What follows belongs to an exercise in optimizing a design on an open flow for small area, a short achievable clock period and few clock cycles; a production flow would make more cautious choices.
RTL that was checked went through simulation tests only; none was proved equivalent to the original.
Power and IR drop assume default switching activity.

==> build 64: inputs <==
==> flow/design.v (excerpt) <==
module fm_rsb (
    input  wire        clk,
    input  wire        rst,
    input  wire        cmd_valid,
    output wire        cmd_ready,
    input  wire [31:0] cmd,
    output reg         rsp_valid,
    output wire [31:0] rsp,
    output reg         bus_req,
    output reg  [1:0]  bus_op,
    output reg  [7:0]  bus_wdata,
    output reg         bus_rnack,
    input  wire        bus_done,
    input  wire        bus_ack,
    input  wire [7:0]  bus_rdata,
    output reg         dly_req,
    output reg  [9:0]  dly_ms,
    input  wire        dly_done
);
Settings: LEC_CHECK=0, CAP_MARGIN=20, CORE_MARGIN=2, CORE_UTILIZATION=40, CTS_CLUSTER_DIAMETER=100, CTS_CLUSTER_SIZE=22, SLEW_MARGIN=20, SYNTH_HIERARCHICAL=1; clock period 10.0 ns.
standard.sh (not shown) runs the stock make flow with config.mk's settings and CLKGATE_MAP_FILE= SYNTH_SCRIPT=/design/flow/synth_recipe.tcl, a recipe that flattens the netlist after the stock synthesis.
==> flow/flow/run.sh <==
#!/bin/bash
# Standard layout, except: port buffers are plain buffers (buf_2) instead of the
# delay cells the default pick gives, and timing repair aims at a setup slack
# margin well above the one the clock period alone asks for, so that it sizes
# the critical paths. make's output goes to standard.log.
set -euo pipefail
bash standard.sh "BUFFER_PORTS_ARGS=-buffer_cell sky130_fd_sc_hd__buf_2" \
    SETUP_SLACK_MARGIN=6.8 finish > standard.log 2>&1
==> build 77: changes against build 64 <==
--- a/flow/design.v
+++ b/flow/design.v
@@ -318,13 +318,13 @@
     assign fen[11] = {fsel[44], fsel[44], fsel[45], fsel[45], fsel[46], fsel[46], fsel[47], fsel[47], fsel[47], fsel[47], fsel[47], fsel[47], fsel[47], fsel[47], fsel[47], fsel[47]};
     assign fen[12] = {fsel[48], fsel[48], fsel[48], fsel[48], fsel[48], fsel[48], fsel[48], fsel[48], fsel[48], fsel[48], fsel[48], fsel[48], fsel[48], fsel[48], fsel[48], fsel[48]};
     assign fen[13] = {fsel[49], fsel[49], fsel[49], fsel[49], fsel[49], fsel[49], fsel[49], fsel[49], fsel[49], fsel[49], fsel[49], fsel[49], fsel[49], fsel[49], fsel[49], fsel[49]};
     assign fen[14] = {fsel[50], fsel[50], fsel[50], fsel[50], fsel[50], fsel[50], fsel[50], fsel[50], fsel[50], fsel[50], fsel[50], fsel[50], fsel[50], fsel[50], fsel[50], fsel[50]};
     assign fen[15] = {fsel[51], fsel[51], fsel[51], fsel[51], fsel[51], fsel[51], fsel[51], fsel[51], fsel[51], fsel[51], fsel[51], fsel[51], fsel[51], fsel[51], fsel[51], fsel[51]};
     wire        rd_wr = bus_done && ph[2];         
-    wire [15:0] wd = rd_wr ? {bus_rdata, bus_rdata} : fshl(flo_q, d);
+    wire [15:0] wd = ph[2] ? {bus_rdata, bus_rdata} : fshl(flo_q, d);
     genvar gi;
     generate
         for (gi = 0; gi < 16; gi = gi + 1) begin : g_word
             reg [15:0] w;
             assign xw[gi] = w;
             wire       wsel = (ptr == gi);
Settings changed: CORE_UTILIZATION 40 to 55, CTS_BUF_LIST set to sky130_fd_sc_hd__clkbuf_8, CTS_CLUSTER_DIAMETER 100 to 80, CTS_CLUSTER_SIZE 22 to 16.
==> trial 93: changes against build 64 <==
--- a/flow/design.v
+++ b/flow/design.v
@@ -318,13 +318,13 @@
     assign fen[11] = {fsel[44], fsel[44], fsel[45], fsel[45], fsel[46], fsel[46], fsel[47], fsel[47], fsel[47], fsel[47], fsel[47], fsel[47], fsel[47], fsel[47], fsel[47], fsel[47]};
     assign fen[12] = {fsel[48], fsel[48], fsel[48], fsel[48], fsel[48], fsel[48], fsel[48], fsel[48], fsel[48], fsel[48], fsel[48], fsel[48], fsel[48], fsel[48], fsel[48], fsel[48]};
     assign fen[13] = {fsel[49], fsel[49], fsel[49], fsel[49], fsel[49], fsel[49], fsel[49], fsel[49], fsel[49], fsel[49], fsel[49], fsel[49], fsel[49], fsel[49], fsel[49], fsel[49]};
     assign fen[14] = {fsel[50], fsel[50], fsel[50], fsel[50], fsel[50], fsel[50], fsel[50], fsel[50], fsel[50], fsel[50], fsel[50], fsel[50], fsel[50], fsel[50], fsel[50], fsel[50]};
     assign fen[15] = {fsel[51], fsel[51], fsel[51], fsel[51], fsel[51], fsel[51], fsel[51], fsel[51], fsel[51], fsel[51], fsel[51], fsel[51], fsel[51], fsel[51], fsel[51], fsel[51]};
     wire        rd_wr = bus_done && ph[2];         
-    wire [15:0] wd = rd_wr ? {bus_rdata, bus_rdata} : fshl(flo_q, d);
+    wire [15:0] wd = ph[2] ? {bus_rdata, bus_rdata} : fshl(flo_q, d);
     genvar gi;
     generate
         for (gi = 0; gi < 16; gi = gi + 1) begin : g_word
             reg [15:0] w;
             assign xw[gi] = w;
             wire       wsel = (ptr == gi);
Settings changed: CTS_BUF_LIST set to sky130_fd_sc_hd__clkbuf_8 sky130_fd_sc_hd__clkbuf_16, CTS_CLUSTER_DIAMETER 100 to 60, CTS_CLUSTER_SIZE 22 to 12.
==> trial 35: changes against build 64 <==
--- a/flow/design.v
+++ b/flow/design.v
@@ -318,13 +318,13 @@
     assign fen[11] = {fsel[44], fsel[44], fsel[45], fsel[45], fsel[46], fsel[46], fsel[47], fsel[47], fsel[47], fsel[47], fsel[47], fsel[47], fsel[47], fsel[47], fsel[47], fsel[47]};
     assign fen[12] = {fsel[48], fsel[48], fsel[48], fsel[48], fsel[48], fsel[48], fsel[48], fsel[48], fsel[48], fsel[48], fsel[48], fsel[48], fsel[48], fsel[48], fsel[48], fsel[48]};
     assign fen[13] = {fsel[49], fsel[49], fsel[49], fsel[49], fsel[49], fsel[49], fsel[49], fsel[49], fsel[49], fsel[49], fsel[49], fsel[49], fsel[49], fsel[49], fsel[49], fsel[49]};
     assign fen[14] = {fsel[50], fsel[50], fsel[50], fsel[50], fsel[50], fsel[50], fsel[50], fsel[50], fsel[50], fsel[50], fsel[50], fsel[50], fsel[50], fsel[50], fsel[50], fsel[50]};
     assign fen[15] = {fsel[51], fsel[51], fsel[51], fsel[51], fsel[51], fsel[51], fsel[51], fsel[51], fsel[51], fsel[51], fsel[51], fsel[51], fsel[51], fsel[51], fsel[51], fsel[51]};
     wire        rd_wr = bus_done && ph[2];         
-    wire [15:0] wd = rd_wr ? {bus_rdata, bus_rdata} : fshl(flo_q, d);
+    wire [15:0] wd = ph[2] ? {bus_rdata, bus_rdata} : fshl(flo_q, d);
     genvar gi;
     generate
         for (gi = 0; gi < 16; gi = gi + 1) begin : g_word
             reg [15:0] w;
             assign xw[gi] = w;
             wire       wsel = (ptr == gi);
Settings changed: CORE_UTILIZATION 40 to 55, CTS_BUF_LIST set to sky130_fd_sc_hd__clkbuf_8, CTS_CLUSTER_DIAMETER 100 to 60, CTS_CLUSTER_SIZE 22 to 12.
==> qor summary <==
quantity                                                                  trial 35                 build 64                 build 77                 trial 93
Status                                                     complete, no violations  complete, no violations  complete, no violations  complete, no violations
Number of non-clock buffers in the layout                                      145                      142                      151                      142
Filler cell count in the final layout                                         2602                     4102                     2600                     4132
Routed wire length on met3                                                 6.55 mm                  6.13 mm                  6.62 mm                  6.85 mm
Worst IR Drop VDD                                                          83.0 uV                  98.7 uV                   129 uV                   120 uV
End of the worst register-to-register path                        rsp_d[1]$_DFF_P_         rsp_d[1]$_DFF_P_         rsp_d[0]$_DFF_P_         rsp_d[0]$_DFF_P_
Worst endpoint required time                                               8.00 ns                 10.28 ns                  8.00 ns                 10.19 ns
Largest net degree at the start of global routing                               56                       50                       56                       56
Routability congestion estimate                                              0.954                    0.989                    0.954                    0.955
Vias after detailed routing                                                  14.8k                    14.2k                    14.7k                    14.5k
Total number of multi-input combinational cells                               1135                     1138                     1135                     1135
Reg2reg start                                                     ptr[1]$_DFFE_PP_         ptr[1]$_DFFE_PP_         ptr[1]$_DFFE_PP_         ptr[0]$_DFFE_PP_
Core region area                                                        31700 um^2               44000 um^2               31700 um^2               44000 um^2
First-pass GRT wire length                                                 88.7 mm                  88.6 mm                  88.6 mm                  89.7 mm
Average detailed-routed wire length per instance                           29.1 um                  26.3 um                  29.3 um                  27.1 um
Final Routed Wirelength                                                    62.7 mm                  60.7 mm                  62.7 mm                  63.6 mm
Reported net switching power                                            0.000866 W               0.000786 W               0.000816 W               0.000907 W
M1 WL                                                                      24.2 mm                  24.7 mm                  24.3 mm                  26.4 mm
Count of TritonRoute iterations in the first routing pass                        6                        6                        7                        8
Non-clock buffer area fraction after layout                                  5.71%                    5.35%                    5.99%                    5.30%
Area growth from synthesis to layout                                         12.7%                    13.7%                    11.4%                    16.3%
Syn Area/Cell                                                            10.8 um^2                10.8 um^2                10.8 um^2                10.8 um^2
Logic gate share of total power                                              14.7%                    14.0%                    15.4%                    12.4%
Testbench counts of build 77, summed over its fixed seeds: cycles 134,294.
Testbench counts of trial 93, summed over its fixed seeds: cycles 134,294.
Testbench counts of trial 35, summed over its fixed seeds: cycles 134,294.
Function not checked in build 64: the RTL went through the layout flow alone.

---

==> inputs of 02-18 <==
fm_rsb, a different RTL version from the one above (not shown whole).
## fm_rsb
module fm_rsb (
    input  wire        clk,
    input  wire        rst,
    input  wire        cmd_valid,
    output wire        cmd_ready,
    input  wire [31:0] cmd,
    output reg         rsp_valid,
    output wire [31:0] rsp,
    output reg         bus_req,
    output reg  [1:0]  bus_op,
    output reg  [7:0]  bus_wdata,
    output reg         bus_rnack,
    input  wire        bus_done,
    input  wire        bus_ack,
    input  wire [7:0]  bus_rdata,
    output reg         dly_req,
    output reg  [9:0]  dly_ms,
    input  wire        dly_done
);
clock: 10.0 ns
lec_check: 0
cap_margin: 20
core_margin: 2
core_utilization: 40
cts_cluster_diameter: 100
cts_cluster_size: 22
slew_margin: 20
synth_hierarchical: 1
==> flow/flow/run.sh <==
#!/bin/bash
# Standard layout, except: port buffers are plain buffers (buf_2) instead of the
# delay cells the default pick gives, and timing repair aims at a setup slack
# margin well above the one the clock period alone asks for, so that it sizes
# the critical paths. make's output goes to standard.log.
set -euo pipefail
bash standard.sh "BUFFER_PORTS_ARGS=-buffer_cell sky130_fd_sc_hd__buf_2" \
    SETUP_SLACK_MARGIN=6.5 finish > standard.log 2>&1
==> 07-26: changes against 02-18 <==
--- a/flow/design.v
+++ b/flow/design.v
@@ -1,10 +1,11 @@
 module rsb_fieldmap (
     input  wire [7:0] fid,
-    output reg  [3:0] freg
+    output reg  [3:0] freg,
+    output reg  [3:0] flo
 );
     always @* begin
         case (fid)
             8'h00, 8'h01:                               freg = 4'h0;
             8'h02, 8'h03, 8'h04:                        freg = 4'h1;
             8'h05, 8'h06, 8'h07, 8'h08, 8'h09, 8'h0A,
             8'h0B, 8'h0C, 8'h0D:                        freg = 4'h2;
@@ -18,14 +19,69 @@
             8'h2A, 8'h2B:                               freg = 4'hA;
             8'h2C, 8'h2D, 8'h2E, 8'h2F:                 freg = 4'hB;
             8'h30:                                      freg = 4'hC;
             8'h31:                                      freg = 4'hD;
             8'h32:                                      freg = 4'hE;
             default:                                    freg = 4'hF;
         endcase
+        case (fid)
+            8'h00: flo = 4'd12;
+            8'h01: flo = 4'd0;
+            8'h02: flo = 4'd10;
+            8'h03: flo = 4'd6;
+            8'h04: flo = 4'd0;
+            8'h05: flo = 4'd15;
+            8'h06: flo = 4'd14;
+            8'h07: flo = 4'd13;
+            8'h08: flo = 4'd11;
+            8'h09: flo = 4'd10;
+            8'h0A: flo = 4'd9;
+            8'h0B: flo = 4'd8;
+            8'h0C: flo = 4'd6;
+            8'h0D: flo = 4'd0;
+            8'h0E: flo = 4'd15;
+            8'h0F: flo = 4'd0;
+            8'h10: flo = 4'd15;
+            8'h11: flo = 4'd14;
+            8'h12: flo = 4'd12;
+            8'h13: flo = 4'd11;
+            8'h14: flo = 4'd10;
+            8'h15: flo = 4'd6;
+            8'h16: flo = 4'd4;
+            8'h17: flo = 4'd2;
+            8'h18: flo = 4'd0;
+            8'h19: flo = 4'd8;
+            8'h1A: flo = 4'd6;
+            8'h1B: flo = 4'd4;
+            8'h1C: flo = 4'd0;
+            8'h1D: flo = 4'd14;
+            8'h1E: flo = 4'd12;
+            8'h1F: flo = 4'd8;
+            8'h20: flo = 4'd4;
+            8'h21: flo = 4'd0;
+            8'h22: flo = 4'd15;
+            8'h23: flo = 4'd14;
+            8'h24: flo = 4'd15;
+            8'h25: flo = 4'd14;
+            8'h26: flo = 4'd13;
+            8'h27: flo = 4'd12;
+            8'h28: flo = 4'd11;
+            8'h29: flo = 4'd9;
+            8'h2A: flo = 4'd8;
+            8'h2B: flo = 4'd0;
+            8'h2C: flo = 4'd14;
+            8'h2D: flo = 4'd12;
+            8'h2E: flo = 4'd10;
+            8'h2F: flo = 4'd0;
+            8'h30: flo = 4'd0;
+            8'h31: flo = 4'd0;
+            8'h32: flo = 4'd0;
+            8'h33: flo = 4'd0;
+            default: flo = 4'd0;
+        endcase
     end
 endmodule
 module rsb_cmddec (
     input  wire [31:0] cmd,
     output reg  [2:0]  cls
 );
     wire [7:0] op  = cmd[31:24];
@@ -124,70 +180,30 @@
             8'h31: fread = w;
             8'h32: fread = w;
             8'h33: fread = w;
             default: fread = 16'h0;
             endcase
         end
     endfunction
-    function [15:0] fshift(input [7:0] a, input [15:0] d);
+    function [15:0] fshl(input [3:0] lo, input [15:0] d);
         begin
-            case (a)
-            8'h00: fshift = {d[3:0], 12'h0};
-            8'h01: fshift = d;
-            8'h02: fshift = {d[5:0], 10'h0};
-            8'h03: fshift = {d[9:0], 6'h0};
-            8'h04: fshift = d;
-            8'h05: fshift = {d[0:0], 15'h0};
-            8'h06: fshift = {d[1:0], 14'h0};
-            8'h07: fshift = {d[2:0], 13'h0};
-            8'h08: fshift = {d[4:0], 11'h0};
-            8'h09: fshift = {d[5:0], 10'h0};
-            8'h0A: fshift = {d[6:0], 9'h0};
-            8'h0B: fshift = {d[7:0], 8'h0};
-            8'h0C: fshift = {d[9:0], 6'h0};
-            8'h0D: fshift = d;
-            8'h0E: fshift = {d[0:0], 15'h0};
-            8'h0F: fshift = d;
-            8'h10: fshift = {d[0:0], 15'h0};
-            8'h11: fshift = {d[1:0], 14'h0};
-            8'h12: fshift = {d[3:0], 12'h0};
-            8'h13: fshift = {d[4:0], 11'h0};
-            8'h14: fshift = {d[5:0], 10'h0};
-            8'h15: fshift = {d[9:0], 6'h0};
-            8'h16: fshift = {d[11:0], 4'h0};
-            8'h17: fshift = {d[13:0], 2'h0};
-            8'h18: fshift = d;
-            8'h19: fshift = {d[7:0], 8'h0};
-            8'h1A: fshift = {d[9:0], 6'h0};
-            8'h1B: fshift = {d[11:0], 4'h0};
-            8'h1C: fshift = d;
-            8'h1D: fshift = {d[1:0], 14'h0};
-            8'h1E: fshift = {d[3:0], 12'h0};
-            8'h1F: fshift = {d[7:0], 8'h0};
-            8'h20: fshift = {d[11:0], 4'h0};
-            8'h21: fshift = d;
-            8'h22: fshift = {d[0:0], 15'h0};
-            8'h23: fshift = {d[1:0], 14'h0};
-            8'h24: fshift = {d[0:0], 15'h0};
-            8'h25: fshift = {d[1:0], 14'h0};
-            8'h26: fshift = {d[2:0], 13'h0};
-            8'h27: fshift = {d[3:0], 12'h0};
-            8'h28: fshift = {d[4:0], 11'h0};
-            8'h29: fshift = {d[6:0], 9'h0};
-            8'h2A: fshift = {d[7:0], 8'h0};
-            8'h2B: fshift = d;
-            8'h2C: fshift = {d[1:0], 14'h0};
-            8'h2D: fshift = {d[3:0], 12'h0};
-            8'h2E: fshift = {d[5:0], 10'h0};
-            8'h2F: fshift = d;
-            8'h30: fshift = d;
-            8'h31: fshift = d;
-            8'h32: fshift = d;
-            8'h33: fshift = d;
-            default: fshift = d;
+            case (lo)
+            4'd0: fshl = (d << 0) & 16'hFFFF;
+            4'd2: fshl = (d << 2) & 16'h000C;
+            4'd4: fshl = (d << 4) & 16'h00F0;
+            4'd6: fshl = (d << 6) & 16'h03C0;
+            4'd8: fshl = (d << 8) & 16'hFF00;
+            4'd9: fshl = (d << 9) & 16'h0600;
+            4'd10: fshl = (d << 10) & 16'hFC00;
+            4'd11: fshl = (d << 11) & 16'h0800;
+            4'd12: fshl = (d << 12) & 16'hF000;
+            4'd13: fshl = (d << 13) & 16'h2000;
+            4'd14: fshl = (d << 14) & 16'hC000;
+            4'd15: fshl = (d << 15) & 16'h8000;
+            default: fshl = 16'h0;
             endcase
         end
     endfunction
     wire [15:0] xw [0:15];         
     reg        bs_lo;              
     reg        be_lo;              
     reg [1:0]  spc;                
@@ -198,14 +214,15 @@
     reg        ex;                 
     reg [31:0] cq;                 
     reg        rsp_ok;
     reg [15:0] rsp_d;
     assign cmd_ready = rdy;
     assign rsp = {rsp_ok, 15'h0, rsp_d};
     reg [3:0]  ptr;                
+    reg [3:0]  flo_q;              
     reg        lo;                 
     reg [3:0]  st;                 
     reg        start_q;            
     reg        srd;                
     reg        aph;                
     reg [1:0]  code;               
     reg        mw_go;              
@@ -300,15 +317,15 @@
     assign fen[10] = {fsel[36], fsel[37], fsel[38], fsel[39], fsel[40], fsel[41], fsel[41], fsel[42], fsel[43], fsel[43], fsel[43], fsel[43], fsel[43], fsel[43], fsel[43], fsel[43]};
     assign fen[11] = {fsel[44], fsel[44], fsel[45], fsel[45], fsel[46], fsel[46], fsel[47], fsel[47], fsel[47], fsel[47], fsel[47], fsel[47], fsel[47], fsel[47], fsel[47], fsel[47]};
     assign fen[12] = {fsel[48], fsel[48], fsel[48], fsel[48], fsel[48], fsel[48], fsel[48], fsel[48], fsel[48], fsel[48], fsel[48], fsel[48], fsel[48], fsel[48], fsel[48], fsel[48]};
     assign fen[13] = {fsel[49], fsel[49], fsel[49], fsel[49], fsel[49], fsel[49], fsel[49], fsel[49], fsel[49], fsel[49], fsel[49], fsel[49], fsel[49], fsel[49], fsel[49], fsel[49]};
     assign fen[14] = {fsel[50], fsel[50], fsel[50], fsel[50], fsel[50], fsel[50], fsel[50], fsel[50], fsel[50], fsel[50], fsel[50], fsel[50], fsel[50], fsel[50], fsel[50], fsel[50]};
     assign fen[15] = {fsel[51], fsel[51], fsel[51], fsel[51], fsel[51], fsel[51], fsel[51], fsel[51], fsel[51], fsel[51], fsel[51], fsel[51], fsel[51], fsel[51], fsel[51], fsel[51]};
     wire        rd_wr = bus_done && ph[2];         
-    wire [15:0] wd = rd_wr ? {bus_rdata, bus_rdata} : c_wrw ? d : fshift(a, d);
+    wire [15:0] wd = ph[2] ? {bus_rdata, bus_rdata} : fshl(flo_q, d);
     genvar gi;
     generate
         for (gi = 0; gi < 16; gi = gi + 1) begin : g_word
             reg [15:0] w;
             assign xw[gi] = w;
             wire       wsel = (ptr == gi);
             wire       b_hi = (rd_wr && wsel && !lo) || (ex && c_wrw && a[3:0] == gi);
@@ -341,16 +358,16 @@
                                   if (gi == 2) w[10] <= 1'b0;         
                               end
                     endcase
                 end
             end
         end
     endgenerate
-    wire [3:0] cmd_freg;
-    rsb_fieldmap u_fmap (.fid(cmd[23:16]), .freg(cmd_freg));
+    wire [3:0] cmd_freg, cmd_flo;
+    rsb_fieldmap u_fmap (.fid(cmd[23:16]), .freg(cmd_freg), .flo(cmd_flo));
     always @(posedge clk) begin
         cq      <= cmd;
         x_legal <= i_legal;
         x_long  <= i_long;
         x_read  <= icls[0];
         if (rst) begin
             rdy       <= 1'b1;
@@ -448,17 +465,18 @@
             end
             if (ex && x_long) begin
                 start_q <= c_start;
                 code    <= 2'd0;
             end
         end
         if (idle) begin
-            st  <= i_s0;
-            srd <= (i_s0 != 4'd1);
-            ptr <= cmd[25] ? cmd_freg : cmd[19:16];
+            st    <= i_s0;
+            srd   <= (i_s0 != 4'd1);
+            ptr   <= cmd[25] ? cmd_freg : cmd[19:16];
+            flo_q <= cmd[25] ? cmd_flo : 4'd0;
         end
     end
     always @(posedge clk) begin
         if (ex && x_read) begin
             rsp_ok <= 1'b1;
             rsp_d  <= sdata;
         end else if (finish) begin
==> flow/flow/run.sh (replaced) <==
#!/bin/bash
# Standard layout, except: port buffers are plain buffers (buf_2) instead of the
# delay cells the default pick gives, and timing repair aims at a setup slack
# margin well above the one the clock period alone asks for, so that it sizes
# the critical paths. make's output goes to standard.log.
set -euo pipefail
bash standard.sh "BUFFER_PORTS_ARGS=-buffer_cell sky130_fd_sc_hd__buf_2" \
    SETUP_SLACK_MARGIN=6.8 finish > standard.log 2>&1
- CTS_BUF_LIST: default -> sky130_fd_sc_hd__clkbuf_8
- CTS_CLUSTER_DIAMETER: 100 -> 60
- CTS_CLUSTER_SIZE: 22 -> 12
==> 09-09: changes against 02-18 <==
--- a/flow/design.v
+++ b/flow/design.v
@@ -20,39 +20,14 @@
             8'h30:                                      freg = 4'hC;
             8'h31:                                      freg = 4'hD;
             8'h32:                                      freg = 4'hE;
             default:                                    freg = 4'hF;
         endcase
     end
 endmodule
-module rsb_cmddec (
-    input  wire [31:0] cmd,
-    output reg  [2:0]  cls
-);
-    wire [7:0] op  = cmd[31:24];
-    wire [7:0] a   = cmd[23:16];
-    wire       a0  = (a == 8'h0);
-    wire       d0  = (cmd[15:0] == 16'h0);
-    wire       ah0 = (a[7:4] == 4'h0);
-    wire       fv  = (a < 8'h34);
-    always @* begin
-        case (op)
-            8'h10:                   cls = {ah0 && d0, 1'b0, ah0 && d0};
-            8'h11:                   cls = {ah0, 2'b00};
-            8'h12:                   cls = {fv && d0, 1'b0, fv && d0};
-            8'h13:                   cls = {fv, 2'b00};
-            8'h20, 8'h21, 8'h30, 8'h31, 8'h33:
-                                     cls = {a0 && d0, a0 && d0, 1'b0};
-            8'h32, 8'h42, 8'h43, 8'h44:
-                                     cls = {a0 && d0, 1'b0, a0 && d0};
-            8'h40, 8'h41:            cls = {d0, 2'b00};
-            default:                 cls = 3'b000;
-        endcase
-    end
-endmodule
 module fm_rsb (
     input  wire        clk,
     input  wire        rst,
     input  wire        cmd_valid,
     output wire        cmd_ready,
     input  wire [31:0] cmd,
     output reg         rsp_valid,
@@ -183,14 +158,38 @@
             8'h31: fshift = d;
             8'h32: fshift = d;
             8'h33: fshift = d;
             default: fshift = d;
             endcase
         end
     endfunction
+    function [2:0] cclass(input [31:0] c);
+        reg [7:0] op, a;
+        reg a0, d0, ah0, fv;
+        begin
+            op  = c[31:24];
+            a   = c[23:16];
+            a0  = (a == 8'h0);
+            d0  = (c[15:0] == 16'h0);
+            ah0 = (a[7:4] == 4'h0);
+            fv  = (a < 8'h34);
+            case (op)
+                8'h10:                   cclass = {ah0 && d0, 1'b0, ah0 && d0};
+                8'h11:                   cclass = {ah0, 2'b00};
+                8'h12:                   cclass = {fv && d0, 1'b0, fv && d0};
+                8'h13:                   cclass = {fv, 2'b00};
+                8'h20, 8'h21, 8'h30, 8'h31, 8'h33:
+                                         cclass = {a0 && d0, a0 && d0, 1'b0};
+                8'h32, 8'h42, 8'h43, 8'h44:
+                                         cclass = {a0 && d0, 1'b0, a0 && d0};
+                8'h40, 8'h41:            cclass = {d0, 2'b00};
+                default:                 cclass = 3'b000;
+            endcase
+        end
+    endfunction
     wire [15:0] xw [0:15];         
     reg        bs_lo;              
     reg        be_lo;              
     reg [1:0]  spc;                
     reg        pwr_on;             
     reg        rdy;                
     reg        lr;                 
@@ -212,16 +211,15 @@
     reg [1:0]  mwg;
     wire [7:0]  op = cq[31:24];
     wire [7:0]  a  = cq[23:16];
     wire [15:0] d  = cq[15:0];
     wire [15:0] rword = xw[ptr];
     wire       idle    = !(ex && x_read) && !lr;    
     wire       acc     = idle && cmd_valid;
-    wire [2:0] icls;
-    rsb_cmddec u_dec (.cmd(cmd), .cls(icls));
+    wire [2:0] icls    = cclass(cmd);
     wire       i_legal = icls[2];
     wire       i_long  = icls[1];
     wire       i_fast  = !(icls[1] || icls[0]);    
     reg  x_legal, x_long, x_read;          
     wire c_rdw   = (op == 8'h10) && x_legal;
     wire c_wrw   = (op == 8'h11) && x_legal;
     wire c_rdf   = (op == 8'h12) && x_legal;
==> flow/flow/run.sh (replaced) <==
#!/bin/bash
# Standard layout, except: port buffers are plain buffers (buf_2) instead of the
# delay cells the default pick gives, and timing repair aims at a setup slack
# margin well above the one the clock period alone asks for, so that it sizes
# the critical paths. make's output goes to standard.log.
set -euo pipefail
bash standard.sh "BUFFER_PORTS_ARGS=-buffer_cell sky130_fd_sc_hd__buf_2" \
    SETUP_SLACK_MARGIN=7.0 finish > standard.log 2>&1
- SYNTH_HIERARCHICAL: 1 -> default
==> out/results.txt <==
The tools report the clock network latency to the later pin of the worst-skew pair as 0.56 ns. 1,063 cells are multi-input combinational gates. The worst register-to-register path ends at rsp_d[0].

The buffers plus inverters on the worst setup path was 1. The run finished with no timing, DRC or antenna violations. Per report_power, the Combinational row totals 0.000560 W.

The first global-routing pass estimated 97,000 um of wire.
Source of the figures above: 09-09

==> out/results.txt <==
For the violation count after the first detailed-routing iteration, the log shows 1,938. The first global-routing pass estimated 89,100 um of wire. The flow ran to the end and the layout has no timing, DRC or antenna violations. The number of multi-input combinational cells in the layout is 1,110. The buffers plus inverters on the worst setup path works out to 2.

The later pin in the worst-skew pair is clocked with a latency of 0.56 ns.
Source of the figures above: 02-18

==> out/results.txt <==
By area, the combinational part of the netlist is dominated by compound AO/OA/AOI/OAI gates. The flow ran to the end and the layout has no timing, DRC or antenna violations. The worst setup path is of the reg -> out kind. Multi-input gates account for 38.0% of the area. The endpoint identified for the worst register-to-register timing path is bus_wdata[1]. Cells fill 45.6% of the core in the end. For the worst-skew pair, the clock arrives at the later sink with an insertion delay of 0.62 ns. The multi-input gate count was 1,135. Across the routed clock network, the largest skew measured is 0.0311 ns.
Source of the figures above: 07-26

Testbench counts of 07-26, summed over its fixed seeds: cycles 134,294.
No functional check of the RTL was part of 02-18 and 09-09.

port drivers added, routing unchanged:
No port has a modelled driver above. Below, the same layouts with a new extraction and two added sets of constraints.
Step 1: set_driving_cell puts a clkbuf_16 on clk and a buf_2 on each other input, an assumption about the parent block.
Step 2, shift: input delay + t, output delay - t, t = (earliest + latest rising clock arrival at the registers) / 2. This alone moves slack from input paths to output paths.
a / b / c = ideal / step 1 / step 2; a / b = the first two.
| run | shift t [ns] | setup slack, ns | worst hold slack (ns) |
|---|---|---|---|
| build 64 | 0.611 | 6.758 / 6.779 / 6.170 | 0.489 / 0.489 / 0.489 |
| build 77 | 0.678 | 6.712 / 6.664 / 6.148 | 0.493 / 0.493 / 0.493 |
| trial 93 | 0.616 | 6.793 / 6.759 / 6.208 | 0.493 / 0.493 / 0.493 |
| trial 35 | 0.643 | 6.781 / 6.730 / 6.161 | 0.485 / 0.485 / 0.485 |
| 02-18 | 0.599 | 6.516 / 6.516 / 5.944 | 0.483 / 0.483 / 0.483 |
| 07-26 | 0.661 | 6.765 / 6.708 / 6.184 | 0.491 / 0.491 / 0.491 |
| 09-09 | 0.602 | 6.289 / 6.315 / 5.713 | 0.484 / 0.484 / 0.484 |
After both steps every run listed still meets setup and hold. The setup slack of trial 35, which loses most, moves by -0.051 ns with the drivers and by -0.620 ns with both steps.
